This is an optimization exercise on Yosys and OpenROAD, whose aim is small area and a short achievable clock period, not a production implementation. The RTL was checked by simulation tests, not by an equivalence proof against the original design. Power is estimated from default activity; no workload was simulated.

==> design/flow/design.v <==
module frame_detect (
    input  wire         clk,
    input  wire         rst,           
    input  wire         in_valid,
    input  wire [15:0]  in_mag,
    output reg          msg_valid,
    output reg          msg_long,
    output wire [111:0] msg_data
);
    reg         rst_q;           
    reg         ev;              
    reg         ev_w;            
    reg  [15:0] x;               
    always @(posedge clk) begin
        rst_q <= rst;
        ev    <= in_valid & ~rst;
        ev_w  <= in_valid;
        x     <= in_mag;
    end
    reg [15:0] w1, w2, w3, w4, w5, w6, w7, w8, w9, w10;
    always @(posedge clk) begin
        if (ev_w) begin
            w1 <= x;  w2 <= w1; w3 <= w2; w4 <= w3; w5 <= w4;
            w6 <= w5; w7 <= w6; w8 <= w7; w9 <= w8; w10 <= w9;
        end
    end
    function gt;
        input [17:0] a, b;
        reg   [31:0] g, e;   
        integer i, st;
        begin
            g = 32'd0;
            e = 32'hffffffff;
            g[17:0] = a & ~b;
            e[17:0] = a | ~b;
            for (st = 1; st < 32; st = st * 2)
                for (i = 0; i < 32; i = i + 2 * st) begin
                    g[i] = g[i + st] | (e[i + st] & g[i]);
                    e[i] = e[i + st] & e[i];
                end
            gt = g[0];
        end
    endfunction
    wire g1 = gt({2'b00, w1}, {2'b00, x});   
    wire g2 = gt({2'b00, w2}, {2'b00, x});
    wire g3 = gt({2'b00, w3}, {2'b00, x});
    wire g4 = gt({2'b00, w4}, {2'b00, x});
    wire g5 = gt({2'b00, w5}, {2'b00, x});
    wire g6 = gt({2'b00, w6}, {2'b00, x});
    wire l1 = gt({2'b00, x}, {2'b00, w1});   
    reg q1, q2, q3, q4, q5;
    always @(posedge clk) begin
        if (ev) begin
            q1 <= g1;
            q2 <= q1 & g2;
            q3 <= q2 & g3;
            q4 <= q3 & g4;
            q5 <= q4 & g5;
        end
    end
    reg  [17:0] part_q;
    reg  [15:0] mean_q;
    wire [17:0] peak_sum = part_q + x;
    wire [17:0] mean3    = 3 * mean_q;
    always @(posedge clk)
        if (ev_w) begin
            part_q  <= w8 + w6 + w1;
            mean_q  <= peak_sum[17:2];
        end
    wire quiet = (mean_q != 16'd0) &&
                 gt(mean3, {2'b00, w10}) && gt(mean3, {2'b00, w8}) &&
                 gt(mean3, {2'b00, w3})  && gt(mean3, {2'b00, w1});
    reg        seen;             
    reg [14:1] pv;
    wire       verdict = pv[14] & q5 & g6;      
    always @(posedge clk) begin
        if (rst_q) begin
            seen <= 1'b0;
            pv   <= 14'd0;
        end else if (ev) begin
            seen   <= 1'b1;
            pv[1]  <= seen & g1;                 
            pv[2]  <= pv[1] & l1;                
            pv[3]  <= pv[2];
            pv[4]  <= pv[3];
            pv[5]  <= pv[4];
            pv[6]  <= pv[5] & q3 & g4;           
            pv[7]  <= pv[6] & l1;                
            pv[8]  <= pv[7] & g1;                
            pv[9]  <= pv[8] & l1;                
            pv[10] <= pv[9] & quiet;             
            pv[11] <= pv[10];
            pv[12] <= pv[11];
            pv[13] <= pv[12];
            pv[14] <= pv[13];
        end
    end
    reg        act;              
    reg        cur_long;
    reg  [7:0] fc;
    reg        pend;
    reg  [6:0] pc;
    reg [55:0] p, q;
    reg        stg;              
    reg        e_skip_end;       
    reg        e_pres_long;      
    reg        e_pres_short;     
    reg        e_lo;             
    reg        e_hi;             
    reg        e_to_p;           
    reg        e_to_q;           
    reg        e_move;           
    wire       cont   = act & ~e_skip_end;
    wire       act_n  = cont | (~act & verdict);
    wire       long_n = (act & (fc == 8'd1)) ? g1 : cur_long;
    wire       pend_n = (pend & ~e_pres_short) | (e_skip_end & ~cur_long);
    wire       stg_n  = (stg & ~e_move) | (act & (fc == 8'd1) & pend);
    wire       lo_n   = cont & ~fc[0] & (fc <= 8'd110);
    wire       hi_n   = cont & ~fc[0] & (fc >= 8'd112) & (fc <= 8'd222) & long_n;
    always @(posedge clk) begin
        if (rst_q) begin
            act          <= 1'b0;
            pend         <= 1'b0;
            stg          <= 1'b0;
            e_skip_end   <= 1'b0;
            e_pres_long  <= 1'b0;
            e_pres_short <= 1'b0;
            e_lo         <= 1'b0;
            e_hi         <= 1'b0;
            e_to_p       <= 1'b0;
            e_to_q       <= 1'b0;
            e_move       <= 1'b0;
        end else if (ev) begin
            act      <= act_n;
            cur_long <= long_n;
            pend     <= pend_n;
            stg      <= stg_n;
            fc       <= act ? fc + 8'd1 : 8'd0;
            pc       <= pend ? pc + 7'd1 : 7'd0;
            e_skip_end   <= cont & (fc == (long_n ? 8'd237 : 8'd125));
            e_pres_long  <= cont & long_n & (fc == 8'd222);
            e_pres_short <= pend_n & pend & (pc == 7'd95);
            e_lo         <= lo_n;
            e_hi         <= hi_n;
            e_to_p       <= lo_n & ~(pend_n | stg_n);
            e_to_q       <= (lo_n & (pend_n | stg_n)) | hi_n;
            e_move       <= stg_n & ~pend_n & ~lo_n & ~hi_n;
        end
    end
    always @(posedge clk) begin
        if (ev) begin
            if (e_to_p)
                p <= {p[54:0], g1};
            else if (e_move)
                p <= q;
            if (e_to_q)
                q <= {q[54:0], g1};
        end
    end
    reg [3:0] lng;
    always @(posedge clk) begin
        msg_valid <= ev & ~rst & (e_pres_long | e_pres_short);
        if (ev & (e_pres_long | e_pres_short))
            msg_long <= e_pres_long;
        lng[0] <= e_pres_long;
        lng[1] <= e_pres_long & ev;
        lng[2] <= e_pres_long & ~e_pres_short;
        lng[3] <= e_pres_long & ~rst;
    end
    assign msg_data = {p, q & {{14{lng[3]}}, {14{lng[2]}}, {14{lng[1]}}, {14{lng[0]}}}};
endmodule
==> design/flow/flow/run.sh <==
#!/bin/bash
set -euo pipefail
export BUFFER_PORTS_ARGS="-buffer_cell sky130_fd_sc_hd__buf_2"
export SETUP_SLACK_MARGIN=6.6
bash standard.sh > flow.log 2>&1
==> design/flow/standard.sh <==
#!/bin/bash
# synth_recipe.tcl (not shown) runs the flow's synth.tcl, then flattens the netlist and writes it again
# the make line also repeats each setting of config.mk as NAME=value (left out here)
make -C /OpenROAD-flow-scripts/flow DESIGN_CONFIG=/design/flow/config.mk WORK_HOME=/design/flow/orfs CLKGATE_MAP_FILE= SYNTH_SCRIPT=/design/flow/synth_recipe.tcl "${@:-finish}"
==> design/flow/config.mk <==
export PLATFORM = sky130hd
export DESIGN_NAME = frame_detect
export DESIGN_NICKNAME = frame_detect
export VERILOG_FILES = /design/flow/design.v
export SDC_FILE = /design/flow/constraint.sdc
export NUM_CORES = 4
export LEC_CHECK = 0
export ABC_AREA = 0
export CAP_MARGIN = 20
export CORE_MARGIN = 2
export CORE_UTILIZATION = 40
export CTS_BUF_LIST = sky130_fd_sc_hd__clkbuf_16
export CTS_CLUSTER_DIAMETER = 80
export CTS_CLUSTER_SIZE = 30
export SLEW_MARGIN = 20
==> design/flow/constraint.sdc <==
create_clock -name core_clock -period 10.0 [get_ports {clk}]
set_input_delay 2.0000 -clock core_clock [delete_from_list [all_inputs] [get_ports {clk}]]
set_output_delay 2.0000 -clock core_clock [all_outputs]
set_load 0.01 [all_outputs]
==> run notes, run 1 <==
share of the synthesized area in the top cell type 54.8%; Hold Vio Cnt, Final 0; first-pass GRT wire length 62600 microns; Max Freq 273 MHz; Max Transition Viols Final 0; vias in the first global route 11300; pwr dens 230 mW/mm^2; crit path launch type register; Critical Path Source mean_q[0]; Skew-Pair Late Insertion Delay 570 ps; H-Tree Level Count 1; dpl cells 2081; Root Buffer clkbuf_16; num ports 133; # DRC 0; Area growth syn-to-layout 17.8%; Post-Synthesis Cells 1382; slew of the pin with the lowest slew margin 1050 ps; net count after synthesis 1477; Slew headroom 30.2%; Core Footprint 0.0443 sq mm; Final ANT Viol Nets 0; Tmin final 3660 ps; Die Y 216 microns; routed vias/inst 5.37; CTS Buf Count 25; fraction of the yosys area taken by sequential cells 60.1%; Die ar. 0.0466 sq mm; FFs w/ async S/R, synth 0%; largest net degree at the start of global routing 85; Final period util 36.6%; Critical Path AT 4110 ps; Final TNS setup 0 ps; main flop type after synthesis edfxtp_1; CP required 10440 ps; Yosys Warn Count 1; RSZ-0062 raised after global routing yes; Worst-path clk slew 110 ps; #FFs+latches synth 376; Post-synth EDFFs 328; Max FO, Critical Path 4; ANT cells 0; CTS tree done; Max Root-Sink Buffers 3; synth unique cells 78; Leakage Power 0.00777 uW; Post-Synthesis Cell Area 0.0180 sq mm; critical path class reg2reg; crit end category register; WL final 41000 microns; fin cells 2183; Final Util 47.8%; initial antenna violation count 1; hpwl dp 28500 microns; routability cong. 0.809; share of layout cells above drive strength 1 26.6%; Fin Hold WS 396 ps; FP Rows 77; initial DRC count 843; remaining global-route overflow 0; CTS sink cnt 376; Port Buffer Count 132; gr usage total 16.8%; peak supply drop 132 uV; worst hold path type reg2reg; reg2reg start mean_q[0]; via count 11700; Mean Syn Cell Area 13.0 sq um; status finished clean; biggest regs p x56, q x56, part_q x18; TritonRoute pass-1 iters 5; area leader, netlist edfxtp_1; Synth area leaders edfxtp_1 (55%), dfxtp_1 (5.3%), ha_1 (4.0%); WL/cell 18.8 microns; max cap viols 0; initial core utilization 40.6%; nets@finish 1668; Die Width 216 microns; setup violators final 0; Fin Clk Skew 32.6 ps; Hold Startpoint w9[14]
cells by family after synthesis:
group                      count (synthesis)  synth area share (%)
adders and majority gates                146                  10.0
AOI/OAI and AO/OA                        267                  10.2
and+or+nand+nor                          377                  11.4
DFF                                      376                  60.1
muxes                                     65                  4.02
xor gates and xnor gates                  38                  1.85
buffers and inverters                    113                  2.37
layer usage:
metal	share of wire (%)	vias up	GRT usage, %
li1	-	5575	-
met1	48	5820	24.2
met2	45	288	26.8
met3	5.3	45	3.04
met4	1.9	2	3.52
met5	0.032	-	0
through the flow:
step / power, uW / worst slack (ps) / instance area [sq um]
finish: 4870 / 6340 / 21200
global route: 5150 / 6200 / 21200
CTS: 4680 / 6390 / 20700
detailed placement: 3390 / 6000 / 19400
global placement: 3360 / 6130 / 19400
floorplan: 3050 / 6550 / 18000
report_power, final:
group / internal (uW) / switching, uW
Sequential: 1820 / 86.6
Combinational: 808 / 994
Clock: 552 / 609
layout by cell type (no fill, tap or decap), types with 6 or more instances in the layout:
cell       instances
dfxtp_1           38
maj3_1            43
o21ai_0           38
nor2b_1           28
edfxtp_1         328
o221ai_1           9
a21oi_2            6
buf_2            132
clkbuf_16         25
nand3b_1          10
a31oi_1            9
nand3_1           27
or2_2              6
a21oi_1           46
dfxtp_4            6
o211ai_1          10
ha_1              52
a22o_1            10
inv_1             75
nand2b_1          24
maj3_2            27
nand2_1           48
o22ai_1           13
o31ai_1            9
nor2_1            72
and2_1            73
xnor2_1           28
a21o_1            13
mux2_2            57
buf_4             51
nand4_1            7
mux2i_1            8
o21ai_2            7
and3_1             8
xor2_1             8
fa_1              16
nor3_1            25
buf_6             13
what timing repair did:
item,in CTS,in global routing
setup endpoints to repair,78,30
hold buffers,0,0
gates resized for setup,67,64
buffers inserted,30,27
pin swaps,42,43
Yosys cell counts (all sizes together), types with 32 or more instances:
library cell / count
dfxtp: 48
nor2: 76
o21ai: 51
ha: 58
edfxtp: 328
nor2b: 32
mux2: 57
maj3: 70
nand2: 50
a21oi: 53
and2: 78
inv: 78
worst max-delay path, stage by stage, from the launching register on:
cell and delay (ps):
edfxtp_1 450, ha_2 230, inv_2 60, fa_2 260, nor2b_4 70, o2111a_2 280, or4b_4 490, a21o_1 200
a21o_1 180, and2_4 140, maj3_2 320, nor2_1 110, or4b_4 460, a41oi_2 220, o41ai_2 70
worst paths after layout:
path,end,slack (ps),cells after the start
setup / recovery,pv[10],6340,14
hold / removal,w10[14],400,0
setup reg to reg,pv[10],6340,14
hold reg to reg,w10[14],400,0
final cells by class:
type | instances | area, sq um
Multi-Input combinational cell | 893 | 7170
Inverter | 81 | 310
Sequential cell | 376 | 10800
Clock inverter | 20 | 304
Timing Repair Buffer | 196 | 1190
Clock buffer | 25 | 626
Fill cell | 3899 | 23100
Tap cell | 592 | 741
==> run 2: changes to the inputs <==
--- a/design/flow/config.mk
+++ b/design/flow/config.mk
@@ -7,3 +7,3 @@
 export LEC_CHECK = 0
-export ABC_AREA = 0
+export ABC_AREA = 1
 export CAP_MARGIN = 20
@@ -12,4 +12,4 @@
 export CTS_BUF_LIST = sky130_fd_sc_hd__clkbuf_16
-export CTS_CLUSTER_DIAMETER = 80
-export CTS_CLUSTER_SIZE = 30
+export CTS_CLUSTER_DIAMETER = 50
+export CTS_CLUSTER_SIZE = 20
 export SLEW_MARGIN = 20
==> run 2 against run 1 <==
  * Global-route usage increased by 1.5 points
  * Clock power increased by 41%
  * Largest cell class unchanged
  * Still clean on timing, DRC and antenna
  * Largest power group unchanged
  * Combinational power fell by 7%
  * Non-clock buffer count fell by 57
  * Sequential power about the same
  * Total power is 7.2% higher
  * Sequential cell count stayed put
  * Die area rose by 1.9%
  * Utilization fell by 0.90 points
  * Critical path depth decreased by 11
==> run notes, run 2 <==
Area growth syn-to-layout 15.9%; Synth area leaders edfxtp_1 (54%), nand2_1 (11%), dfxtp_1 (5.2%); worst hold path type reg2reg; share of the synthesized area in the top cell type 53.8%; Synth top cells by count nand2_1 (559), edfxtp_1 (328), inv_1 (254); Skew-Pair Late Insertion Delay 580 ps; Yosys Warn Count 1; Die Y 218 microns; Leakage Power 0.00944 uW; Post-Synthesis Cell Area 0.0183 sq mm; share of layout cells above drive strength 1 13.9%; biggest regs p x56, q x56, part_q x18; FFs w/ async S/R, synth 0%; TritonRoute pass-1 iters 5; largest net degree at the start of global routing 79; Post-Synthesis Cells 1870; Design Power 5220 uW; Max FO, Critical Path 14; commonest non-fill, non-tap cell in the layout nand2_1; Tmin final 3320 ps; net count after synthesis 1965; Slew headroom 33.1%; synth unique cells 50; fin cells 2662; crit end category output pin; initial core utilization 40.5%; Fin Clk Skew 20.5 ps; crit path launch type register; FILL cells 4229; max cap viols 0; CP required 8000 ps; num ports 133; register area 0.0108 sq mm; Critical Path AT 1320 ps; WL final 44000 microns; CTS Buf Count 43; Mean Syn Cell Area 9.80 sq um; multi-input logic area 0.00646 sq mm; count leader, synth nand2_1; Root Buffer clkbuf_16; FP Rows 78; fraction of the yosys area taken by sequential cells 59.0%; CTS sink cnt 376; Max Transition Viols Final 0; slew of the pin with the lowest slew margin 1000 ps; critical path class reg2out; # DRC 0; via count 13500; Hold Vio Cnt, Final 0; #FFs+latches synth 376; Compound-Gate Fraction of Synth Area 7.77%; nets@finish 2122; area share of xor/xnor cells in the synthesized design 1.48%; gr usage total 18.4%; Worst-path clk slew 70 ps; Final TNS setup 0 ps; Final Util 46.9%; setup violators final 0; CTS tree done; Post-synth EDFFs 328; dpl ws 6570 ps; Synth Area in Adders 5.93%; routed vias/inst 5.07; first-pass GRT wire length 68800 microns; Port Buffer Count 132; dpl cells 2581; Max Root-Sink Buffers 3; initial antenna violation count 0; simple-gate area share of the yosys netlist 19.9%; Die ar. 0.0475 sq mm; status finished clean; ANT cells 0; area leader, netlist edfxtp_1; most frequent cells in the layout nand2_1 (558), edfxtp_1 (328), inv_1 (252), buf_2 (132), nand3_1 (114); remaining global-route overflow 0; Setup WS post-layout 6680 ps; routability cong. 0.860; pwr dens 246 mW/mm^2; post-synthesis mux area share 0%; vias in the first global route 12900; Die Width 218 microns; largest family of logic cells by synthesized area simple AND/OR/NAND/NOR gates; main flop type after synthesis edfxtp_1; WL/cell 16.5 microns; Final ANT Viol Nets 0; Final period util 33.2%; initial DRC count 1169; H-Tree Level Count 2; hpwl dp 32200 microns; peak supply drop 123 uV; Max Freq 301 MHz; Core Footprint 0.0453 sq mm; RSZ-0062 raised after global routing yes
run 2: changes by cell type after synthesis, sizes merged, moves of 29 or more:
cell and change:
and2 -75, mux2 -57, inv +180, nor2 +32, nor2b -32, maj3 -70, o21ai +29, nand2 +529
nand3 +92
run 2: stage by stage:
| stage | hold WS (ps) | area [sq um] |
|---|---|---|
| 2_1_floorplan | 373 | 18300 |
| 3_3_place_gp | 386 | 19700 |
| 3_5_place_dp | 389 | 19700 |
| 4_1_cts | 384 | 21200 |
| 5_1_grt | 389 | 21200 |
| 6_report | 384 | 21200 |
run 2: what timing repair did:
| action | CTS | global route |
|---|---|---|
| setup endpoints to repair | 58 | 19 |
| gates resized for setup | 7 | 8 |
| buffers inserted | 0 | 1 |
| pin swaps | 0 | 2 |
| hold buffers | 0 | 0 |
run 2: cell families after synthesis:
logic type,after synthesis
buffers and inverters,287
XOR/XNOR,31
flip-flops,376
adder cells (fa/ha/maj),76
AND/OR/NAND/NOR,864
AO/OA/AOI/OAI,236
run 2: path summary, 6_finish.rpt:
path                                  start           end  slack, ps  cells past startpoint
worst max-delay path                 lng[2]  msg_data[41]       6680                      3
worst min-delay path            e_pres_long        lng[0]        380                      0
worst max register to register        w1[1]    part_q[15]       6770                     13
worst min register to register  e_pres_long        lng[0]        380                      0
run 2: area by class of cell:
type	count	area share [%]
Inverter	260	4.60
Timing Repair Buffer	139	3.36
Multi-Input combinational cell	1207	30.4
Clock buffer	44	5.19
Tap cell	600	3.54
Clock inverter	36	1.87
Sequential cell	376	51.0
run 2: power breakdown:
part / switching [uW] / internal [uW] / total (uW)
Combinational: 1120 / 552 / 1670
Clock: 745 / 884 / 1630
Sequential: 90.4 / 1830 / 1920
Total: 1960 / 3270 / 5220
run 2: critical path: stages (launching register included):
cell and delay, ps:
dfxtp_4 440, nand2_1 110, inv_1 70, buf_2 120
run 2: routing by layer:
layer | track usage, % | vias up | wire length, microns | share of wire, %
li1 | - | 6639 | - | -
met1 | 26.1 | 6379 | 21000 | 48
met2 | 28.4 | 409 | 19100 | 43
met3 | 2.64 | 76 | 2550 | 5.8
met4 | 7.28 | 0 | 1390 | 3.1
met5 | 0 | - | 0 | 0
==> run 3: changes to the inputs <==
--- a/design/flow/config.mk
+++ b/design/flow/config.mk
@@ -8,3 +8,3 @@
 export ABC_AREA = 1
-export CAP_MARGIN = 20
+export CAP_MARGIN = 10
 export CORE_MARGIN = 2
@@ -12,4 +12,4 @@
 export CTS_BUF_LIST = sky130_fd_sc_hd__clkbuf_16
-export CTS_CLUSTER_DIAMETER = 50
-export CTS_CLUSTER_SIZE = 20
-export SLEW_MARGIN = 20
+export CTS_CLUSTER_DIAMETER = 80
+export CTS_CLUSTER_SIZE = 30
+export SLEW_MARGIN = 10
==> run 3 against run 2 <==
  * Cell area decreased by 3.0%
  * First-iteration DRC count decreased by 2.1%
  * Clock-buffer cell count decreased by 19
  * Register-to-register slack improved by 40 ps
  * Sequential power about the same
  * Synthesized area unchanged
  * Routed wire length decreased by 1.1%
  * Via count decreased by 1.3%
  * Utilization decreased by 1.4 points
  * Sequential cell count unchanged
  * Combinational power about the same
  * Largest cell class unchanged
  * Largest power group unchanged
  * Highest routed layer unchanged
==> run notes, run 3 <==
Root Buffer clkbuf_16; Die Y 218 microns; synth unique cells 50; CTS Buf Count 24; critical path class reg2out; Crit path max-delay family flip-flops; Hold Vio Cnt, Final 0; Synth top cells by count nand2_1 (559), edfxtp_1 (328), inv_1 (254); share of the synthesized area in the top cell type 53.8%; M1 GR Usage 26.0%; WL/cell 16.6 microns; CTS sink cnt 376; biggest regs p x56, q x56, part_q x18; routability cong. 0.860; Tmin final 3320 ps; Critical Path Source q[51]; Final TNS setup 0 ps; main flop type after synthesis edfxtp_1; via count 13300; CP required 8000 ps; commonest non-fill, non-tap cell in the layout nand2_1; H-Tree Level Count 1; Hold Startpoint w7[12]; Crit path largest cell delay 480 ps; slew of the pin with the lowest slew margin 1120 ps; TritonRoute pass-1 iters 5; FILL cells 4271; Post-synth EDFFs 328; met3 Use GR 2.38%; Max FO, Critical Path 3; routed vias/inst 5.07; fraction of the yosys area taken by sequential cells 59.0%; peak supply drop 126 uV; area leader, netlist edfxtp_1; crit path launch type register; Final ANT Viol Nets 0; net count after synthesis 1965; worst-path cell chain nand2_1 -> inv_1 -> buf_2; Max Root-Sink Buffers 3; remaining global-route overflow 0; worst hold path type reg2reg; Die ar. 0.0475 sq mm; GRT busiest layer met2; Design Power 4690 uW; status finished clean; Critical Path AT 1320 ps; nets@finish 2103; Fin Clk Skew 31.1 ps; most frequent cells in the layout nand2_1 (558), edfxtp_1 (328), inv_1 (256), buf_2 (132), nand3_1 (114); initial antenna violation count 0; max cap viols 0; pwr dens 228 mW/mm^2; Port Buffer Count 132; Leakage Power 0.00914 uW; largest net degree at the start of global routing 79; num ports 133; first-pass GRT wire length 68000 microns; share of layout cells above drive strength 1 12.2%; Core Footprint 0.0453 sq mm; Max Freq 301 MHz; #FFs+latches synth 376; initial core utilization 40.5%; Synth area leaders edfxtp_1 (54%), nand2_1 (11%), dfxtp_1 (5.2%); WL final 43500 microns; ANT cells 0; FP Rows 78; Post-Synthesis Cells 1870; RSZ-0062 raised after global routing no; Die Width 218 microns; Max Transition Viols Final 0; Worst-path clk slew 110 ps; gr usage total 18.0%; Skew-Pair Late Insertion Delay 570 ps; initial DRC count 1145; setup violators final 0; CP max-delay cell edfxtp_1; count leader, synth nand2_1; crit end category output pin; Post-Synthesis Cell Area 0.0183 sq mm; grt met2 use 28.5%; Slew headroom 25.2%; Yosys Warn Count 1; # DRC 0; vias in the first global route 12700; FFs w/ async S/R, synth 0%; hpwl dp 32200 microns; Mean Syn Cell Area 9.80 sq um; CTS tree done; Area growth syn-to-layout 12.4%; reg2reg start w1[1]; number of buffer and inverter stages on the critical path 2; Final period util 33.2%
-- run 3: cell count changes in the layout (fill, tap and decap cells not counted), sizes merged --
cell / delta
clkbuf: -19
bufinv: -1
clkinvlp: -4
inv: -5
clkinv: -7
-- run 3: what timing repair did --
action / in CTS / in global routing
buffers inserted: 0 / 1
gates resized for setup: 8 / 8
setup endpoints to repair: 58 / 9
hold buffers: 0 / 0
pin swaps: 0 / 3
-- run 3: report_power, final --
part	leakage [uW]	switching (uW)	internal, uW
clock network	0.000423	601	498
logic	0.00523	1120	553
registers	0.00348	90.4	1830
-- run 3: kinds of logic (layout without fill, tap and decap cells) --
family / Yosys count / in the layout / synth area share, %
XOR/XNOR: 31 / 31 / 1.48
adder cells (fa/ha/maj): 76 / 76 / 5.93
AND/OR/NAND/NOR: 864 / 864 / 19.9
flip-flops: 376 / 376 / 59.0
buffers and inverters: 287 / 443 / 5.90
AO/OA/AOI/OAI: 236 / 236 / 7.77
-- run 3: path summary, 6_finish.rpt --
kind	end	slack, ps	cells past startpoint
worst max register to register	part_q[15]	6810	13
worst min-delay path	w8[12]	410	0
worst max-delay path	msg_data[51]	6680	3
worst min register to register	w8[12]	410	0
-- run 3: worst register-to-register path: cells and delay by family, from the launching register on --
| kind | cells | cell delay (ps) |
|---|---|---|
| AO/OA/AOI/OAI | 6 | 820 |
| XOR/XNOR | 1 | 80 |
| adder cells (fa/ha/maj) | 3 | 1190 |
| buffers and inverters | 1 | 60 |
| flip-flops | 1 | 470 |
| AND/OR/NAND/NOR | 2 | 310 |
-- run 3: final cells by class --
class / count / area [sq um] / area share (%)
multi-input cells: 1207 / 6460 / 31.4
clock inverters: 19 / 228 / 1.11
repair buffers: 139 / 713 / 3.46
flip-flops and latches: 376 / 10800 / 52.6
clock buffers: 25 / 626 / 3.04
well taps: 600 / 751 / 3.65
inverters: 260 / 976 / 4.74
-- run 3: routing by layer --
layer,wire length [microns],up-vias
li1,-,6578
met1,20500,6264
met2,19000,419
met3,2830,60
met4,1160,0
met5,0,-
-- run 3: metrics by stage --
| step | util, % | instances | cell area, sq um | setup WS [ps] | hold slack, ps |
|---|---|---|---|---|---|
| 2_1_floorplan | - | 1870 | 18300 | 6940 | 373 |
| 3_3_place_gp | 43.5 | 2581 | 19700 | 6610 | 386 |
| 3_5_place_dp | 43.5 | 2581 | 19700 | 6570 | 389 |
| 4_1_cts | 45.4 | 2625 | 20600 | 6610 | 412 |
| 5_1_grt | 45.5 | 2626 | 20600 | 6610 | 429 |
| 6_report | 45.5 | 2626 | 20600 | 6680 | 407 |
==> run 4: changes to the inputs <==
--- a/design/flow/config.mk
+++ b/design/flow/config.mk
@@ -10,3 +10,3 @@
 export CORE_MARGIN = 2
-export CORE_UTILIZATION = 40
+export CORE_UTILIZATION = 50
 export CTS_BUF_LIST = sky130_fd_sc_hd__clkbuf_16
==> run 4 against run 3 <==
  * Largest power group unchanged
  * Clock-buffer cell count decreased by 4
  * Register-to-register slack got worse by 40 ps
  * Critical path type unchanged
  * Critical endpoint is now msg_data[0]
  * Utilization grew 10 points
  * Cell area shrank 1.4%
  * Total power down 1.4%
  * Setup slack improved by 15 ps
  * Sequential cell count is the same
  * Clock power decreased by 9%
  * Synthesized area unchanged
==> run notes, run 4 <==
fraction of the yosys area taken by sequential cells 59.0%; # DRC 0; setup violators final 0; Max Root-Sink Buffers 3; reg2reg start w1[3]; crit end category output pin; switching pwr 1800 uW; count leader, synth nand2_1; num ports 133; Clk pwr share 21.5%; ANT cells 0; Final ANT Viol Nets 0; CTS Buf Count 20; P_int 2820 uW; Final period util 33.1%; most frequent cells in the layout nand2_1 (558), edfxtp_1 (328), inv_1 (255), buf_2 (132), nand3_1 (114); via count 13300; CTS tree done; Setup WS post-layout 6690 ps; share of total power in combinational logic 37.0%; gr usage total 22.2%; Final TNS setup 0 ps; Die Width 195 microns; RSZ-0062 raised after global routing yes; Mean Syn Cell Area 9.80 sq um; synth unique cells 50; peak supply drop 183 uV; routability cong. 0.849; Hold-fix buffers, CTS 0; FP Rows 70; Area growth syn-to-layout 10.8%; WHS Path Cells 0; crit path launch type register; WL/cell 17.2 microns; slew of the pin with the lowest slew margin 869 ps; register area 0.0108 sq mm; largest net degree at the start of global routing 67; hpwl dp 31400 microns; Post-Synthesis Cells 1870; WHS Endpoint lng[0]; share of the synthesized area in the top cell type 53.8%; FFs w/ async S/R, synth 0%; dpl ws 6630 ps; Max FO, Critical Path 3; Flop pwr share 41.4%; pwr dens 228 mW/mm^2; net count after synthesis 1965; Max Transition Viols Final 0; Skew-Pair Late Insertion Delay 560 ps; vias in the first global route 12600; Slew headroom 42.1%; initial core utilization 50.4%; Hold Vio Cnt, Final 0; Core Footprint 0.0363 sq mm; initial antenna violation count 0; r2r endpoint part_q[14]; status finished clean; Hold Startpoint e_pres_long; CTS sink cnt 376; critical path class reg2out; R2R depth 13; initial DRC count 1032; #FFs+latches synth 376; Die ar. 0.0382 sq mm; Fin Hold WS 405 ps; finished layout cell area 0.0203 sq mm; TritonRoute pass-1 iters 5; Tmin final 3310 ps; Synth top cells by count nand2_1 (559), edfxtp_1 (328), inv_1 (254); multi-input logic area 0.00646 sq mm; Worst-path clk slew 110 ps; CP required 8000 ps; WL final 42800 microns; Port Buffer Count 132; nets@finish 2101; Critical Path AT 1310 ps; Leakage Power 0.00908 uW; switching share of power 38.9%; share of layout cells above drive strength 1 11.8%; Post-Synthesis Cell Area 0.0183 sq mm; worst hold path type reg2reg; biggest regs p x56, q x56, part_q x18; Die Y 195 microns; first-pass GRT wire length 67200 microns; fin cells 2488; main flop type after synthesis edfxtp_1; R2R setup slack 6770 ps; dpl cells 2450; H-Tree Level Count 1; max cap viols 0; Root Buffer clkbuf_16; commonest non-fill, non-tap cell in the layout nand2_1; routed vias/inst 5.35; Max Freq 302 MHz; Placed Area 0.0195 sq mm; FILL cells 3204; Post-synth EDFFs 328; remaining global-route overflow 0; Fin Clk Skew 28.7 ps; area leader, netlist edfxtp_1; Yosys Warn Count 1; Synth area leaders edfxtp_1 (54%), nand2_1 (11%), dfxtp_1 (5.2%)
-- run 4: cell counts after synthesis --
Identical to the previous run, type by type.
-- run 4: through the flow --
step / power (uW) / utilization, %
detailed placement: 3650 / 53.7
finish: 4620 / 55.8
global route: 4960 / 55.8
CTS: 4650 / 55.7
global placement: 3620 / 53.7
floorplan: 3180 / -
-- run 4: final cells by class --
cell class                 instances  share of cell area [%]
sequential                       376                    53.4
multi-input combinational       1207                    31.8
inverter                         260                    4.81
timing repair buffer             141                    3.59
tap                              468                    2.89
clock buffer                      21                    2.59
clock inverter                    15                   0.931
-- run 4: worst max-delay path: stages, from the launching register on --
cell and delay [ps]:
edfxtp_1 440, nand2_1 130, inv_1 60, buf_2 130
-- run 4: routing by layer --
layer  share of wire, %  track usage [%]
met2                 44             34.2
met3                6.3             2.80
met5                  0                0
met4                2.2             5.88
met1                 48             33.3
-- run 4: kinds of logic after synthesis --
group	after synthesis	share of synthesized area, %
AND/OR/NAND/NOR	864	19.9
flip-flops	376	59.0
buffers and inverters	287	5.90
AO/OA/AOI/OAI	236	7.77
adder cells (fa/ha/maj)	76	5.93
XOR/XNOR	31	1.48
-- run 4: power groups by stage --
| stage | registers (uW) | clock network (uW) | logic [uW] |
|---|---|---|---|
| floorplan | 1930 | 0 | 1250 |
| global placement | 1950 | 0 | 1670 |
| detailed placement | 1950 | 0 | 1690 |
| CTS | 1920 | 1030 | 1700 |
| global route | 1930 | 1080 | 1960 |
| finish | 1920 | 996 | 1710 |
-- run 4: timing repair --
action	in CTS	in global routing
endpoints found under the setup margin	57	37
buffers inserted	0	2
pin swaps	0	1
resized for setup	6	8
-- run 4: worst max-delay path by stage --
stage	from	end	slack (ps)	cells past startpoint
3_5_place_dp	w1[1]	part_q[15]	6630	13
2_1_floorplan	w1[1]	part_q[15]	6940	13
3_3_place_gp	w1[1]	part_q[15]	6640	13
6_report	q[0]	msg_data[0]	6690	3
5_1_grt	w1[1]	part_q[17]	6560	14
4_1_cts	lng[2]	msg_data[36]	6590	3
==> run 5: changes to the inputs <==
--- a/design/flow/config.mk
+++ b/design/flow/config.mk
@@ -8,3 +8,3 @@
 export ABC_AREA = 1
-export CAP_MARGIN = 10
+export CAP_MARGIN = 20
 export CORE_MARGIN = 2
@@ -14,2 +14,2 @@
 export CTS_CLUSTER_SIZE = 30
-export SLEW_MARGIN = 10
+export SLEW_MARGIN = 20
==> run 5 against run 4 <==
  * Largest power group unchanged
  * Via count stayed put
  * Cell area stayed put
  * First-iteration DRC count did not move
  * Utilization did not move
  * Clock power about the same
  * Still clean on timing, DRC and antenna
  * Global-route usage is the same
  * Non-clock buffer count unchanged
  * Combinational power about the same
  * Total power is the same
  * Synthesized area unchanged
  * Clock-buffer cell count did not move
==> run notes, run 5 <==
count leader, synth nand2_1; CTS sink cnt 376; Clk pwr share 21.5%; worst-path cell chain nand2_1 -> inv_1 -> buf_2; fin cells 2488; Fin Clk Skew 28.7 ps; Max Transition Viols Final 0; Placed Area 0.0195 sq mm; Flop pwr share 41.4%; CTS tree done; initial DRC count 1032; max cap viols 0; crit end category output pin; # DRC 0; R2R depth 13; Skew-Pair Late Insertion Delay 560 ps; routed vias/inst 5.35; nets@finish 2101; share of total power in combinational logic 37.0%; Core Footprint 0.0363 sq mm; Leakage Power 0.00908 uW; Final TNS setup 0 ps; r2r endpoint part_q[14]; Die Y 195 microns; slew of the pin with the lowest slew margin 869 ps; setup violators final 0; Tmin final 3310 ps; Hold Startpoint e_pres_long; switching pwr 1800 uW; Synth top cells by count nand2_1 (559), edfxtp_1 (328), inv_1 (254); area leader, netlist edfxtp_1; largest net degree at the start of global routing 67; H-Tree Level Count 1; synth unique cells 50; ANT cells 0; hpwl dp 31400 microns; critical path class reg2out; WL final 42800 microns; gr usage total 22.2%; Max Root-Sink Buffers 3; dpl ws 6630 ps; Critical Path AT 1310 ps; pwr dens 228 mW/mm^2; #FFs+latches synth 376; finished layout cell area 0.0203 sq mm; status finished clean; Post-Synthesis Cell Area 0.0183 sq mm; Post-Synthesis Cells 1870; WL/cell 17.2 microns; worst hold path type reg2reg; Max Freq 302 MHz; via count 13300; remaining global-route overflow 0; net count after synthesis 1965; num ports 133; Die ar. 0.0382 sq mm; Hold-fix buffers, CTS 0; biggest regs p x56, q x56, part_q x18; Worst-path clk slew 110 ps; R2R setup slack 6770 ps; FP Rows 70; RSZ-0062 raised after global routing yes; Critical Path Source q[0]; share of the synthesized area in the top cell type 53.8%; vias in the first global route 12600; Port Buffer Count 132; Hold Vio Cnt, Final 0; CP required 8000 ps; P_int 2820 uW; switching share of power 38.9%; CTS Buf Count 20; CP max-delay cell edfxtp_1; fraction of the yosys area taken by sequential cells 59.0%; peak supply drop 183 uV; routability cong. 0.849; main flop type after synthesis edfxtp_1; Slew headroom 42.1%; Crit path largest cell delay 440 ps; Root Buffer clkbuf_16; commonest non-fill, non-tap cell in the layout nand2_1; dpl cells 2450; Yosys Warn Count 1; Synth area leaders edfxtp_1 (54%), nand2_1 (11%), dfxtp_1 (5.2%); Critical Path End msg_data[0]; initial antenna violation count 0; Final period util 33.1%; Max FO, Critical Path 3; initial core utilization 50.4%; Final ANT Viol Nets 0; Die Width 195 microns; reg2reg start w1[3]; share of layout cells above drive strength 1 11.8%; crit path launch type register; Area growth syn-to-layout 10.8%; Post-synth EDFFs 328; FFs w/ async S/R, synth 0%; TritonRoute pass-1 iters 5; first-pass GRT wire length 67200 microns; Mean Syn Cell Area 9.80 sq um; most frequent cells in the layout nand2_1 (558), edfxtp_1 (328), inv_1 (255), buf_2 (132), nand3_1 (114); Setup WS post-layout 6690 ps
[run 5: cell counts after synthesis]
No cell type changed its count.
[run 5: layout make-up]
cell class	count	area, sq um
Clock inverter	15	189
Clock buffer	21	526
Sequential cell	376	10800
Inverter	260	976
Timing Repair Buffer	141	728
Multi-Input combinational cell	1207	6460
Fill cell	3204	16100
Tap cell	468	586
[run 5: layer usage]
| layer | up-vias | GRT usage (%) | wire [microns] |
|---|---|---|---|
| met3 | 46 | 2.80 | 2680 |
| met2 | 404 | 34.2 | 18700 |
| met5 | - | 0 | 0 |
| met1 | 6307 | 33.3 | 20400 |
| li1 | 6547 | - | - |
| met4 | 0 | 5.88 | 947 |
[run 5: how the worst min path moves through the flow]
| stage | slack (ps) | end | cells past startpoint |
|---|---|---|---|
| CTS | 400 | lng[0] | 0 |
| finish | 410 | lng[0] | 0 |
| detailed placement | 390 | lng[0] | 0 |
| global placement | 390 | lng[0] | 0 |
| floorplan | 370 | lng[0] | 0 |
| global route | 430 | w8[0] | 0 |
[run 5: metrics by stage]
step	util, %	hold WS (ps)	total power [uW]
final	55.8	405	4620
after global routing	55.8	427	4960
after CTS	55.7	402	4650
after detailed placement	53.7	388	3650
after global placement	53.7	388	3620
after floorplan	-	373	3180
[run 5: power groups by stage]
stage          clock network [uW]  registers [uW]  logic (uW)
3_5_place_dp                    0            1950        1690
2_1_floorplan                   0            1930        1250
3_3_place_gp                    0            1950        1670
5_1_grt                      1080            1930        1960
6_report                      996            1920        1710
4_1_cts                      1030            1920        1700
[run 5: critical path: cells and delay by family (launching register included)]
| family | cells | cell delay (ps) |
|---|---|---|
| buffers and inverters | 2 | 190 |
| and+or+nand+nor | 1 | 130 |
| DFF | 1 | 440 |
[run 5: cell families (layout without fill, tap and decap cells)]
group,after synthesis,in the layout,synth area share [%]
adder cells (fa/ha/maj),76,76,5.93
AO/OA/AOI/OAI,236,236,7.77
XOR/XNOR,31,31,1.48
buffers and inverters,287,437,5.90
AND/OR/NAND/NOR,864,864,19.9
flip-flops,376,376,59.0
[run 5: repair_timing]
action                     4_1_cts  5_1_grt
gates resized for setup          6        8
setup buffers                    0        2
setup endpoints to repair       57       37
pin swaps                        0        1
==> run 6: changes to the inputs <==
--- a/design/flow/config.mk
+++ b/design/flow/config.mk
@@ -10,3 +10,3 @@
 export CORE_MARGIN = 2
-export CORE_UTILIZATION = 50
+export CORE_UTILIZATION = 45
 export CTS_BUF_LIST = sky130_fd_sc_hd__clkbuf_16
==> run 6 against run 5 <==
  * Critical endpoint is now msg_data[42]
  * Maximum frequency shrank 0.32%
  * Clock skew down 6.4 ps
  * Utilization is 4.4 points lower
==> run notes, run 6 <==
Compound-Gate Fraction of Synth Area 7.77%; Critical Path AT 1320 ps; post-synthesis mux area share 0%; switching share of power 38.5%; Post-synth EDFFs 328; worst hold path type reg2reg; TritonRoute pass-1 iters 5; remaining global-route overflow 0; finished layout cell area 0.0205 sq mm; Fin Hold WS 391 ps; WL/cell 16.7 microns; nets@finish 2107; Final TNS setup 0 ps; Clk pwr share 23.7%; Post-Synthesis Cells 1870; Final Util 51.4%; via count 13300; Yosys Warn Count 1; P_int 2890 uW; fraction of the yosys area taken by sequential cells 59.0%; Mean Syn Cell Area 9.80 sq um; biggest regs p x56, q x56, part_q x18; count leader, synth nand2_1; share of total power in combinational logic 35.5%; num ports 133; Synth area leaders edfxtp_1 (54%), nand2_1 (11%), dfxtp_1 (5.2%); Post-Synthesis Cell Area 0.0183 sq mm; Max Root-Sink Buffers 3; net count after synthesis 1965; peak supply drop 149 uV; # DRC 0; share of layout cells above drive strength 1 12.6%; largest family of logic cells by synthesized area simple AND/OR/NAND/NOR gates; dpl cells 2507; Crit path max-delay family flip-flops; initial DRC count 1178; Worst-path clk slew 110 ps; #FFs+latches synth 376; commonest non-fill, non-tap cell in the layout nand2_1; Placed Area 0.0196 sq mm; main flop type after synthesis edfxtp_1; slew of the pin with the lowest slew margin 963 ps; Leakage Power 0.00915 uW; number of buffer and inverter stages on the critical path 2; FP Rows 73; Max FO, Critical Path 3; most frequent cells in the layout nand2_1 (558), edfxtp_1 (328), inv_1 (253), buf_2 (132), nand3_1 (114); worst-path cell chain nand2_1 -> inv_1 -> buf_2; CP max-delay cell edfxtp_1; hpwl dp 31500 microns; synth unique cells 50; CTS tree done; Final ANT Viol Nets 0; CTS Buf Count 24; Die Y 206 microns; largest net degree at the start of global routing 76; routed vias/inst 5.19; share of the synthesized area in the top cell type 53.8%; area share of xor/xnor cells in the synthesized design 1.48%; CTS sink cnt 376; Max Freq 301 MHz; Core Footprint 0.0399 sq mm; ANT cells 0; Flop pwr share 40.8%; Area growth syn-to-layout 12.1%; switching pwr 1810 uW; simple-gate area share of the yosys netlist 19.9%; status finished clean; Final period util 33.2%; H-Tree Level Count 1; Tmin final 3320 ps; Synth Area in Adders 5.93%; pwr dens 229 mW/mm^2; Die Width 206 microns; crit end category output pin; Root Buffer clkbuf_16; Synth top cells by count nand2_1 (559), edfxtp_1 (328), inv_1 (254); Hold-fix buffers, CTS 0; CP required 8000 ps; first-pass GRT wire length 67500 microns; gr usage total 20.3%; setup violators final 0; WL final 42800 microns; area leader, netlist edfxtp_1; critical path class reg2out; routability cong. 0.875; RSZ-0062 raised after global routing yes; Hold Vio Cnt, Final 0; Port Buffer Count 132; fin cells 2555; Skew-Pair Late Insertion Delay 580 ps; FFs w/ async S/R, synth 0%; Fin Clk Skew 22.2 ps; Die ar. 0.0423 sq mm; Slew headroom 35.8%; initial antenna violation count 0; max cap viols 0; Max Transition Viols Final 0; initial core utilization 45.9%; Crit path largest cell delay 460 ps; vias in the first global route 12300; crit path launch type register
==> run 6: cell counts after synthesis <==
Identical to the previous run, type by type.
==> run 6: cell type report <==
| class | count | area (sq um) |
|---|---|---|
| clock buffers | 24 | 601 |
| clock inverters | 20 | 262 |
| fillers | 3598 | 19400 |
| inverters | 260 | 980 |
| multi-input cells | 1207 | 6460 |
| flip-flops and latches | 376 | 10800 |
| well taps | 525 | 657 |
| repair buffers | 143 | 743 |
==> run 6: worst paths after layout <==
check | cells past startpoint | startpoint | slack, ps | to
worst max-delay path | 3 | q[42] | 6680 | msg_data[42]
worst min-delay path | 0 | e_pres_long | 390 | lng[0]
worst max register to register | 13 | w1[1] | 6770 | part_q[15]
worst min register to register | 0 | e_pres_long | 390 | lng[0]
==> run 6: stage by stage <==
stage	power (uW)	worst slack, ps
2_1_floorplan	3180	6940
3_3_place_gp	3580	6580
3_5_place_dp	3610	6460
4_1_cts	4740	6600
5_1_grt	5060	6590
6_report	4700	6680
==> run 6: timing repair <==
| action | 4_1_cts | 5_1_grt |
|---|---|---|
| buffers inserted | 2 | 2 |
| pin swaps | 1 | 3 |
| setup endpoints to repair | 58 | 77 |
| gates resized for setup | 8 | 8 |
==> run 6: cell families (layout without fill, tap and decap cells) <==
| family | after synthesis | count (layout) |
|---|---|---|
| AND/OR/NAND/NOR | 864 | 864 |
| flip-flops | 376 | 376 |
| buffers and inverters | 287 | 447 |
| AO/OA/AOI/OAI | 236 | 236 |
| adder cells (fa/ha/maj) | 76 | 76 |
| XOR/XNOR | 31 | 31 |
==> run 6: power groups by stage <==
stage          logic [uW]  clock network [uW]  registers, uW
6_report             1670                1120           1920
5_1_grt              1910                1210           1930
4_1_cts              1660                1150           1920
3_5_place_dp         1650                   0           1960
3_3_place_gp         1630                   0           1950
2_1_floorplan        1250                   0           1930
==> run 6: routing by layer <==
layer	GRT usage (%)	part of all wire [%]	up-vias
met2	31.3	44	367
met5	0	0	-
li1	-	-	6579
met4	4.82	1.9	0
met3	2.36	6.2	47
met1	30.7	48	6261
==> run 7: changes to the inputs <==
--- a/design/flow/config.mk
+++ b/design/flow/config.mk
@@ -10,5 +10,5 @@
 export CORE_MARGIN = 2
-export CORE_UTILIZATION = 45
+export CORE_UTILIZATION = 55
 export CTS_BUF_LIST = sky130_fd_sc_hd__clkbuf_16
-export CTS_CLUSTER_DIAMETER = 80
+export CTS_CLUSTER_DIAMETER = 110
 export CTS_CLUSTER_SIZE = 30
==> run 7 against run 6 <==
  * Clock power down 29%
  * Total power is 6.4% lower
  * Synthesized cell count unchanged
  * Still clean on timing, DRC and antenna
  * Routed wire length down 3.3%
  * Critical path depth unchanged
  * Non-clock buffer count is 1 lower
  * Highest routed layer unchanged
==> run notes, run 7 <==
Hold Vio Cnt, Final 0; FILL cells 2848; fin cells 2455; hpwl dp 30400 microns; dpl cells 2424; critical path class reg2out; Max FO, Critical Path 14; initial DRC count 1028; Post-Synthesis Cell Area 0.0183 sq mm; initial antenna violation count 0; worst hold path type reg2reg; Die Y 187 microns; count leader, synth nand2_1; pwr dens 220 mW/mm^2; routed vias/inst 5.34; Synth top cells by count nand2_1 (559), edfxtp_1 (328), inv_1 (254); setup violators final 0; Root Buffer clkbuf_16; crit end category output pin; status finished clean; ANT cells 0; Mean Syn Cell Area 9.80 sq um; TritonRoute pass-1 iters 5; share of layout cells above drive strength 1 11.3%; CP max-delay cell dfxtp_2; Crit path max-delay family flip-flops; Design Power 4400 uW; initial core utilization 56.0%; slew of the pin with the lowest slew margin 949 ps; routability cong. 0.881; Post-Synthesis Cells 1870; num ports 133; number of buffer and inverter stages on the critical path 2; CP required 8000 ps; Max Transition Viols Final 0; fraction of the yosys area taken by sequential cells 59.0%; net count after synthesis 1965; nets@finish 2098; main flop type after synthesis edfxtp_1; Critical Path AT 1320 ps; Final TNS setup 0 ps; remaining global-route overflow 0; Worst-path clk slew 120 ps; # DRC 0; max cap viols 0; Slew headroom 36.6%; WL final 41400 microns; Max Root-Sink Buffers 3; Final ANT Viol Nets 0; H-Tree Level Count 1; share of the synthesized area in the top cell type 53.8%; CTS tree done; Die ar. 0.0348 sq mm; Die Width 187 microns; WL/cell 16.9 microns; Yosys Warn Count 1; vias in the first global route 12500; #FFs+latches synth 376; RSZ-0062 raised after global routing yes; peak supply drop 162 uV; crit path launch type register; Synth area leaders edfxtp_1 (54%), nand2_1 (11%), dfxtp_1 (5.2%); commonest non-fill, non-tap cell in the layout nand2_1; Final period util 33.2%; most frequent cells in the layout nand2_1 (559), edfxtp_1 (328), inv_1 (262), buf_2 (132), nand3_1 (114); gr usage total 23.7%; Fin Clk Skew 39.0 ps; largest net degree at the start of global routing 67; Crit path largest cell delay 500 ps; synth unique cells 50; Tmin final 3320 ps; CTS sink cnt 376; biggest regs p x56, q x56, part_q x18; register area 0.0108 sq mm; FFs w/ async S/R, synth 0%; Max Freq 301 MHz; area leader, netlist edfxtp_1; first-pass GRT wire length 66100 microns; Area growth syn-to-layout 9.32%; multi-input logic area 0.00646 sq mm; FP Rows 66; Skew-Pair Late Insertion Delay 550 ps; worst-path cell chain nand2_1 -> inv_1 -> buf_2; via count 13100; Core Footprint 0.0327 sq mm; Leakage Power 0.00900 uW; Port Buffer Count 132; Post-synth EDFFs 328; CTS Buf Count 16
==> run 7: cells by family after synthesis <==
kind of cell | count (synthesis) | share of synthesized area, %
AOI/OAI and AO/OA | 236 | 7.77
xor gates and xnor gates | 31 | 1.48
adders and majority gates | 76 | 5.93
buffers and inverters | 287 | 5.90
DFF | 376 | 59.0
and+or+nand+nor | 864 | 19.9
==> run 7: power breakdown <==
part	switching [uW]	internal, uW
Sequential	88.3	1830
Combinational	1140	555
Clock	476	316
==> run 7: area by class of cell <==
class	instances	area share, %
clock buffer	17	2.12
timing repair buffer	142	3.67
clock inverter	11	0.269
sequential	376	54.1
multi-input combinational	1207	32.2
tap	442	2.76
inverter	260	4.87
==> run 7: timing repair <==
item | in CTS | in global routing
pin swaps | 0 | 2
buffers inserted | 0 | 3
hold buffers | 0 | 0
setup endpoints to repair | 58 | 21
resized for setup | 5 | 8
hold endpoints to repair | 0 | 0
==> run 7: worst paths after layout <==
path | from | endpoint | slack (ps) | depth (start not counted)
hold / removal | e_pres_long | lng[0] | 400 | 0
setup / recovery | lng[1] | msg_data[17] | 6680 | 3
setup reg to reg | w1[1] | part_q[17] | 6780 | 14
hold reg to reg | e_pres_long | lng[0] | 400 | 0
==> run 7: stage by stage <==
step                hold slack, ps  util (%)  worst slack [ps]  instance area, sq um
finish                         401      61.2              6680                 20000
global route                   415      61.2              6560                 20000
CTS                            407      61.1              6630                 20000
detailed placement             398      59.6              6580                 19500
global placement               398      59.6              6630                 19500
floorplan                      373         -              6940                 18300
==> run 7: layer usage <==
metal	GRT usage, %	share of wire (%)	vias up
met1	35.6	48	6105
li1	-	-	6537
met5	0	0	-
met3	3.55	7.1	51
met4	5.74	2.4	0
met2	36.4	43	419
==> run 8: changes to the inputs <==
--- a/design/flow/config.mk
+++ b/design/flow/config.mk
@@ -10,3 +10,3 @@
 export CORE_MARGIN = 2
-export CORE_UTILIZATION = 55
+export CORE_UTILIZATION = 50
 export CTS_BUF_LIST = sky130_fd_sc_hd__clkbuf_16
==> run 8 against run 7 <==
  * Still clean on timing, DRC and antenna
  * Combinational power hardly changed
  * Synthesized area is the same
  * Setup slack better by 6.5 ps
  * Hold slack about the same
  * Clock power is essentially flat
  * Total power rose by 0.22%
  * Cell count grew 1.0%
  * Highest routed layer unchanged
==> run notes, run 8 <==
status finished clean; Skew-Pair Late Insertion Delay 530 ps; nets@finish 2097; switching pwr 1710 uW; Final period util 33.1%; Clk pwr share 17.9%; share of layout cells above drive strength 1 11.3%; pwr dens 220 mW/mm^2; Post-synth EDFFs 328; Mean Syn Cell Area 9.80 sq um; CTS sink cnt 376; share of total power in combinational logic 38.7%; Design Power 4410 uW; crit end category output pin; routability cong. 0.849; Max FO, Critical Path 14; Area growth syn-to-layout 9.47%; Final ANT Viol Nets 0; setup violators final 0; synth unique cells 50; WL final 42700 microns; Root Buffer clkbuf_16; Die Width 195 microns; FP Rows 70; #FFs+latches synth 376; Crit path max-delay family flip-flops; main flop type after synthesis edfxtp_1; slew of the pin with the lowest slew margin 885 ps; H-Tree Level Count 1; CTS tree done; via count 13200; Hold-fix buffers, CTS 0; Synth area leaders edfxtp_1 (54%), nand2_1 (11%), dfxtp_1 (5.2%); max cap viols 0; Yosys Warn Count 1; Max Root-Sink Buffers 3; area leader, netlist edfxtp_1; Fin Clk Skew 21.1 ps; dpl cells 2450; CP required 8000 ps; biggest regs p x56, q x56, part_q x18; hpwl dp 31400 microns; CP max-delay cell dfxtp_2; initial core utilization 50.4%; peak supply drop 129 uV; commonest non-fill, non-tap cell in the layout nand2_1; critical path class reg2out; ANT cells 0; Flop pwr share 43.4%; Die Y 195 microns; Crit path largest cell delay 480 ps; remaining global-route overflow 0; net count after synthesis 1965; count leader, synth nand2_1; Max Freq 302 MHz; most frequent cells in the layout nand2_1 (558), edfxtp_1 (328), inv_1 (263), buf_2 (132), nand3_1 (114); largest net degree at the start of global routing 67; Final TNS setup 0 ps; dpl ws 6630 ps; Setup WS post-layout 6690 ps; initial DRC count 1028; gr usage total 22.2%; Critical Path AT 1310 ps; worst hold path type reg2reg; crit path launch type register; P_int 2700 uW; WL/cell 17.2 microns; Slew headroom 41.0%; TritonRoute pass-1 iters 5; Synth top cells by count nand2_1 (559), edfxtp_1 (328), inv_1 (254); number of buffer and inverter stages on the critical path 2; Die ar. 0.0382 sq mm; vias in the first global route 12500; fin cells 2480; Core Footprint 0.0363 sq mm; FFs w/ async S/R, synth 0%; Hold Vio Cnt, Final 0; initial antenna violation count 0; # DRC 0; CTS Buf Count 16; Port Buffer Count 132; Post-Synthesis Cell Area 0.0183 sq mm; Post-Synthesis Cells 1870; RSZ-0062 raised after global routing yes; routed vias/inst 5.34; num ports 133; worst-path cell chain nand2_1 -> inv_1 -> buf_2; switching share of power 38.8%; R2R setup slack 6770 ps; fraction of the yosys area taken by sequential cells 59.0%; Leakage Power 0.00899 uW; first-pass GRT wire length 67200 microns; Max Transition Viols Final 0; Worst-path clk slew 120 ps; Tmin final 3310 ps; share of the synthesized area in the top cell type 53.8%
## run 8: logic make-up after synthesis
logic type | Yosys count | share of synthesized area (%)
buffers and inverters | 287 | 5.90
flip-flops | 376 | 59.0
AO/OA/AOI/OAI | 236 | 7.77
AND/OR/NAND/NOR | 864 | 19.9
adder cells (fa/ha/maj) | 76 | 5.93
XOR/XNOR | 31 | 1.48
## run 8: power groups by stage
stage | Combinational, uW | Sequential (uW) | Clock (uW)
CTS | 1700 | 1920 | 827
global route | 1960 | 1930 | 870
finish | 1710 | 1920 | 789
global placement | 1670 | 1950 | 0
detailed placement | 1690 | 1950 | 0
floorplan | 1250 | 1930 | 0
## run 8: layer usage
layer	wire [microns]	up-vias	global-route usage, %	share of wire (%)
met3	2660	46	2.45	6.2
met4	944	0	5.46	2.2
li1	-	6536	-	-
met1	20400	6228	33.5	48
met5	0	-	0	0
met2	18700	425	34.6	44
## run 8: final cells by class
class | count | area, sq um
fill | 3224 | 16300
sequential | 376 | 10800
multi-input combinational | 1207 | 6460
inverter | 260 | 976
timing repair buffer | 141 | 728
tap | 468 | 586
clock buffer | 17 | 425
clock inverter | 11 | 53.8
## run 8: worst paths after layout
| check | start | endpoint | cells past startpoint |
|---|---|---|---|
| setup / recovery | lng[1] | msg_data[17] | 3 |
| hold / removal | e_pres_long | lng[0] | 0 |
| setup reg to reg | w1[1] | part_q[15] | 13 |
| hold reg to reg | e_pres_long | lng[0] | 0 |
## run 8: metrics by stage
stage,hold WS [ps],instance area [sq um],util [%]
global placement,388,19500,53.7
finish,401,20100,55.2
CTS,403,20000,55.1
detailed placement,388,19500,53.7
floorplan,373,18300,-
global route,431,20100,55.2
## run 8: timing repair
item | 4_1_cts | 5_1_grt
pin swaps | 0 | 1
setup endpoints to repair | 57 | 31
hold endpoints to repair | 0 | 0
gates resized for setup | 6 | 7
setup buffers | 0 | 2
==> run 9: changes to the inputs <==
--- a/design/flow/config.mk
+++ b/design/flow/config.mk
@@ -11,4 +11,4 @@
 export CORE_UTILIZATION = 50
-export CTS_BUF_LIST = sky130_fd_sc_hd__clkbuf_16
-export CTS_CLUSTER_DIAMETER = 110
+export CTS_BUF_LIST = sky130_fd_sc_hd__clkbuf_16 sky130_fd_sc_hd__clkbuf_8
+export CTS_CLUSTER_DIAMETER = 80
 export CTS_CLUSTER_SIZE = 30
==> run 9 against run 8 <==
  * Critical endpoint is now msg_data[0]
  * Utilization increased by 0.68 points
  * Setup slack about the same
  * Total power up 5.0%
  * Sequential power about the same
  * Clock power grew 27%
  * First-iteration DRC count rose by 0.78%
  * Still clean on timing, DRC and antenna
  * Global-route usage barely moved
  * Register-to-register slack barely moved
  * Hold slack improved by 2.6 ps
  * Die area unchanged
  * Cell count is 0.32% higher
==> run notes, run 9 <==
area leader, netlist edfxtp_1; fraction of the yosys area taken by sequential cells 59.0%; TritonRoute pass-1 iters 5; Hold Startpoint e_pres_long; Max Transition Viols Final 0; H-Tree Level Count 1; share of the synthesized area in the top cell type 53.8%; CTS tree done; WL final 42700 microns; dpl ws 6630 ps; Fin Clk Skew 27.1 ps; peak supply drop 183 uV; via count 13300; worst-path cell chain nand2_1 -> inv_1 -> buf_2; reg2reg start w1[3]; slew of the pin with the lowest slew margin 877 ps; crit path launch type register; Fin Hold WS 404 ps; Max FO, Critical Path 3; initial core utilization 50.4%; commonest non-fill, non-tap cell in the layout nand2_1; initial antenna violation count 0; worst hold path type reg2reg; main flop type after synthesis edfxtp_1; count leader, synth nand2_1; gr usage total 22.2%; Critical Path AT 1310 ps; Mean Syn Cell Area 9.80 sq um; Die Y 195 microns; Core Footprint 0.0363 sq mm; Root Buffer clkbuf_16; crit end category output pin; max cap viols 0; CP max-delay cell edfxtp_1; nets@finish 2101; Post-synth EDFFs 328; biggest regs p x56, q x56, part_q x18; first-pass GRT wire length 67200 microns; net count after synthesis 1965; Slew headroom 41.6%; ANT cells 0; num ports 133; largest net degree at the start of global routing 67; Post-Synthesis Cell Area 0.0183 sq mm; hpwl dp 31400 microns; Final ANT Viol Nets 0; CP required 8000 ps; Leakage Power 0.00908 uW; # DRC 0; Max Root-Sink Buffers 3; Area growth syn-to-layout 10.8%; Final TNS setup 0 ps; critical path class reg2out; r2r endpoint part_q[14]; FP Rows 70; most frequent cells in the layout nand2_1 (558), edfxtp_1 (328), inv_1 (255), buf_2 (132), nand3_1 (114); Crit path max-delay family flip-flops; synth unique cells 50; Port Buffer Count 132; FFs w/ async S/R, synth 0%; Max Freq 302 MHz; setup violators final 0; R2R setup slack 6770 ps; #FFs+latches synth 376; Hold-fix buffers, CTS 0; Post-Synthesis Cells 1870; R2R depth 13; number of buffer and inverter stages on the critical path 2; Die Width 195 microns; share of layout cells above drive strength 1 11.9%; Yosys Warn Count 1; Worst-path clk slew 110 ps; WHS Endpoint lng[0]; Tmin final 3310 ps; Crit path largest cell delay 440 ps; Setup WS post-layout 6690 ps; Synth top cells by count nand2_1 (559), edfxtp_1 (328), inv_1 (254); RSZ-0062 raised after global routing yes; routability cong. 0.849; CTS Buf Count 20; remaining global-route overflow 0; Skew-Pair Late Insertion Delay 550 ps; Final period util 33.1%; vias in the first global route 12600; Hold Vio Cnt, Final 0; routed vias/inst 5.34; WHS Path Cells 0; Synth area leaders edfxtp_1 (54%), nand2_1 (11%), dfxtp_1 (5.2%); CTS sink cnt 376; Die ar. 0.0382 sq mm; WL/cell 17.2 microns; pwr dens 228 mW/mm^2; status finished clean; initial DRC count 1036
run 9: how the worst max path moves through the flow:
stage                start            to  slack, ps  depth (start not counted)
finish                q[0]   msg_data[0]       6690                          3
floorplan            w1[1]    part_q[15]       6940                         13
detailed placement   w1[1]    part_q[15]       6630                         13
global placement     w1[1]    part_q[15]       6640                         13
global route         w1[1]    part_q[17]       6560                         14
CTS                 lng[2]  msg_data[36]       6590                          3
run 9: final cells by class:
| cell class | count | area [sq um] |
|---|---|---|
| Fill cell | 3202 | 16000 |
| Clock buffer | 22 | 539 |
| Timing Repair Buffer | 141 | 728 |
| Tap cell | 468 | 586 |
| Inverter | 260 | 976 |
| Multi-Input combinational cell | 1207 | 6460 |
| Clock inverter | 14 | 185 |
| Sequential cell | 376 | 10800 |
run 9: worst register-to-register path: cells and delay by family, from the launching register on:
kind                       cells  cell delay [ps]
AOI/OAI and AO/OA              5             1080
xor gates and xnor gates       1              150
adders and majority gates      2              850
DFF                            1              500
and+or+nand+nor                5              410
run 9: cell families (layout without fill, tap and decap cells):
| group | after synthesis | in the layout | share of synthesized area [%] |
|---|---|---|---|
| simple gates | 864 | 864 | 19.9 |
| flops | 376 | 376 | 59.0 |
| buf+inv | 287 | 437 | 5.90 |
| compound gates | 236 | 236 | 7.77 |
| fa+ha+maj | 76 | 76 | 5.93 |
| xor+xnor | 31 | 31 | 1.48 |
run 9: repair_timing:
item	4_1_cts	5_1_grt
gates resized for setup	6	8
buffers inserted	0	2
cloned	0	0
pin swaps	0	1
endpoints found under the setup margin	57	37
run 9: report_power, final:
group,leakage (uW),internal (uW),switching (uW)
clock network,0.000359,450,555
registers,0.00348,1830,86.8
logic,0.00524,553,1160
total,0.00908,2830,1800
run 9: per-stage QoR:
step	instances	total power (uW)	cell area [sq um]	utilization [%]
floorplan	1870	3180	18300	-
global placement	2450	3620	19500	53.7
detailed placement	2450	3650	19500	53.7
CTS	2486	4660	20300	55.8
global route	2488	4970	20300	55.9
finish	2488	4630	20300	55.9
run 9: layer usage:
layer / up-vias / share of wire [%] / global-route usage, %
li1: 6547 / - / -
met1: 6291 / 48 / 33.3
met2: 400 / 43 / 34.2
met3: 46 / 6.1 / 2.80
met4: 0 / 2.2 / 5.88
met5: - / 0 / 0
==> run 10: changes to the inputs <==
==> design/flow/run.sh (new file) <==
#!/bin/bash
# synth_recipe.tcl (not shown) runs the flow's synth.tcl, then flattens the netlist and writes it again
# the make line also repeats each setting of config.mk as NAME=value (left out here)
make -C /OpenROAD-flow-scripts/flow DESIGN_CONFIG=/design/flow/config.mk WORK_HOME=/design/flow/orfs CLKGATE_MAP_FILE= SYNTH_SCRIPT=/design/flow/synth_recipe.tcl finish
--- a/design/flow/config.mk
+++ b/design/flow/config.mk
@@ -10,6 +10,7 @@
 export CORE_MARGIN = 2
-export CORE_UTILIZATION = 50
-export CTS_BUF_LIST = sky130_fd_sc_hd__clkbuf_16 sky130_fd_sc_hd__clkbuf_8
+export CORE_UTILIZATION = 40
+export CTS_BUF_LIST = sky130_fd_sc_hd__clkbuf_16
 export CTS_CLUSTER_DIAMETER = 80
 export CTS_CLUSTER_SIZE = 30
+export SETUP_SLACK_MARGIN = 5
 export SLEW_MARGIN = 20
removed: design/flow/flow/run.sh
removed: design/flow/standard.sh
==> run 10 against run 9 <==
  * Still clean
  * Die area is 24% higher
  * Sequential cell count stayed put
  * Routed wire length is 2.9% higher
  * Sequential share of layout area is 2.3 points lower
  * Setup slack worse by 700 ps
  * Combinational power is 2% lower
  * Cell area is 4.3% higher
  * First-iteration DRC count is 9.2% higher
  * Cell count is 5.3% higher
  * Non-clock buffer count is 2 lower
  * Critical path depth stayed put
  * Critical path type unchanged
==> run notes, run 10 <==
status finished clean; Final Util 46.8%; first-pass GRT wire length 68800 microns; Die ar. 0.0475 sq mm; synth unique cells 50; Max Root-Sink Buffers 3; Root Buffer clkbuf_16; net count after synthesis 1965; pwr dens 220 mW/mm^2; FP Rows 78; max cap viols 0; biggest regs p x56, q x56, part_q x18; TritonRoute pass-1 iters 5; routability cong. 0.894; Final period util 40.1%; FILL cells 4315; Final TNS setup 0 ps; peak supply drop 134 uV; Synth area leaders edfxtp_1 (54%), nand2_1 (11%), dfxtp_1 (5.2%); Tmin final 4010 ps; share of the synthesized area in the top cell type 53.8%; Core Footprint 0.0453 sq mm; slew of the pin with the lowest slew margin 1040 ps; initial core utilization 40.5%; initial antenna violation count 0; Yosys Warn Count 1; largest net degree at the start of global routing 80; main flop type after synthesis edfxtp_1; dpl cells 2582; area leader, netlist edfxtp_1; gr usage total 18.2%; Leakage Power 0.00898 uW; Hold-fix buffers, CTS 0; routed vias/inst 5.12; FFs w/ async S/R, synth 0%; H-Tree Level Count 1; Port Buffer Count 132; Design Power 4660 uW; WL/cell 16.8 microns; dpl ws 6570 ps; count leader, synth nand2_1; Worst-path clk slew 100 ps; PostCTS Resize Cnt 0; Die Y 218 microns; post-CTS setup buffer count 0; Mean Syn Cell Area 9.80 sq um; worst hold path type reg2reg; Hold Vio Cnt, Final 0; Max Transition Viols Final 0; Post-Synthesis Cells 1870; initial DRC count 1131; fraction of the yosys area taken by sequential cells 59.0%; most frequent cells in the layout nand2_1 (559), edfxtp_1 (328), inv_1 (253), clkdlybuf4s50_1 (132), nand3_1 (114); vias in the first global route 12700; via count 13400; Skew-Pair Late Insertion Delay 570 ps; nets@finish 2101; num ports 133; # DRC 0; commonest non-fill, non-tap cell in the layout nand2_1; crit end category output pin; Critical Path AT 2010 ps; Slew headroom 30.9%; crit path launch type register; hpwl dp 32600 microns; Setup WS post-layout 5990 ps; Fin Clk Skew 24.3 ps; register area 0.0108 sq mm; setup violators final 0; remaining global-route overflow 0; RSZ-0062 raised after global routing no; Max Freq 249 MHz; CTS tree done; Synth top cells by count nand2_1 (559), edfxtp_1 (328), inv_1 (254); share of layout cells above drive strength 1 5.15%; CP required 8000 ps; WL final 44000 microns; CTS sink cnt 376; CTS Buf Count 22; Area growth syn-to-layout 15.6%; fin cells 2621; ANT cells 0; Final ANT Viol Nets 0; Post-synth EDFFs 328; Post-Synthesis Cell Area 0.0183 sq mm; critical path class reg2out; multi-input logic area 0.00644 sq mm; Die Width 218 microns; Max FO, Critical Path 14; #FFs+latches synth 376
run 10: cell families (layout without fill, tap and decap cells):
kind of cell	after synthesis	in the layout	synth area share, %
flip-flops	376	376	59.0
XOR/XNOR	31	31	1.48
buffers and inverters	287	438	5.90
AND/OR/NAND/NOR	864	864	19.9
adder cells (fa/ha/maj)	76	76	5.93
AO/OA/AOI/OAI	236	236	7.77
run 10: worst paths after layout:
path,from,endpoint,slack [ps],cells after the start
min,e_pres_long,lng[0],410,0
max reg2reg,w1[1],part_q[15],6580,13
max,lng[0],msg_data[4],5990,3
min reg2reg,e_pres_long,lng[0],410,0
run 10: critical path, cell delays in order (launching register included):
cell and delay [ps]:
dfxtp_1 700, nand2_1 140, inv_1 80, clkdlybuf4s50_1 530
run 10: where the power goes:
group	total [uW]	internal (uW)	switching, uW
logic	1670	554	1120
registers	1920	1830	90.5
clock network	1070	470	601
run 10: layout make-up:
cell class | count | share of cell area (%)
flip-flops and latches | 376 | 51.1
multi-input cells | 1207 | 30.4
repair buffers | 139 | 6.49
inverters | 260 | 4.61
well taps | 600 | 3.55
clock buffers | 23 | 2.72
clock inverters | 16 | 1.12
run 10: through the flow:
| step | hold WS (ps) | instance area, sq um |
|---|---|---|
| 3_3_place_gp | 401 | 20400 |
| 4_1_cts | 411 | 21200 |
| 6_report | 407 | 21200 |
| 2_1_floorplan | 373 | 18300 |
| 5_1_grt | 417 | 21200 |
| 3_5_place_dp | 397 | 20400 |
run 10: metal layers:
metal / global-route usage, % / vias to the layer above / routed length (microns)
met5: 0 / - / 0
met3: 2.01 / 39 / 2500
met4: 4.63 / 0 / 904
li1: - / 6549 / -
met2: 29.5 / 402 / 19800
met1: 26.2 / 6431 / 20800

## what the ideal ports hide
In the flow no input, the clock included, has a driving cell. The finished layouts below were timed again as built, in two steps. Step 1 assumes that a clkbuf_16 drives the clock port and a buf_2 every other input. Step 2, shift: input delay + t, output delay - t, t = (earliest + latest rising clock arrival at the registers) / 2. This alone moves slack from input paths to output paths. a / b / c = ideal ports / drivers / drivers and shift; a / b = the first two.
run	t (ns)	setup WS [ns]
run 1	0.611	6.336 / 6.336 / 6.336
run 2	0.621	6.679 / 6.627 / 6.772
run 3	0.612	6.676 / 6.621 / 6.810
run 4	0.589	6.691 / 6.643 / 6.768
run 5	0.589	6.691 / 6.643 / 6.768
run 6	0.621	6.681 / 6.628 / 6.773
run 7	0.580	6.682 / 6.631 / 6.783
run 8	0.570	6.689 / 6.639 / 6.770
run 9	0.589	6.688 / 6.640 / 6.768
run 10	0.611	5.988 / 5.934 / 6.544
After both steps every run listed still meets setup and hold.
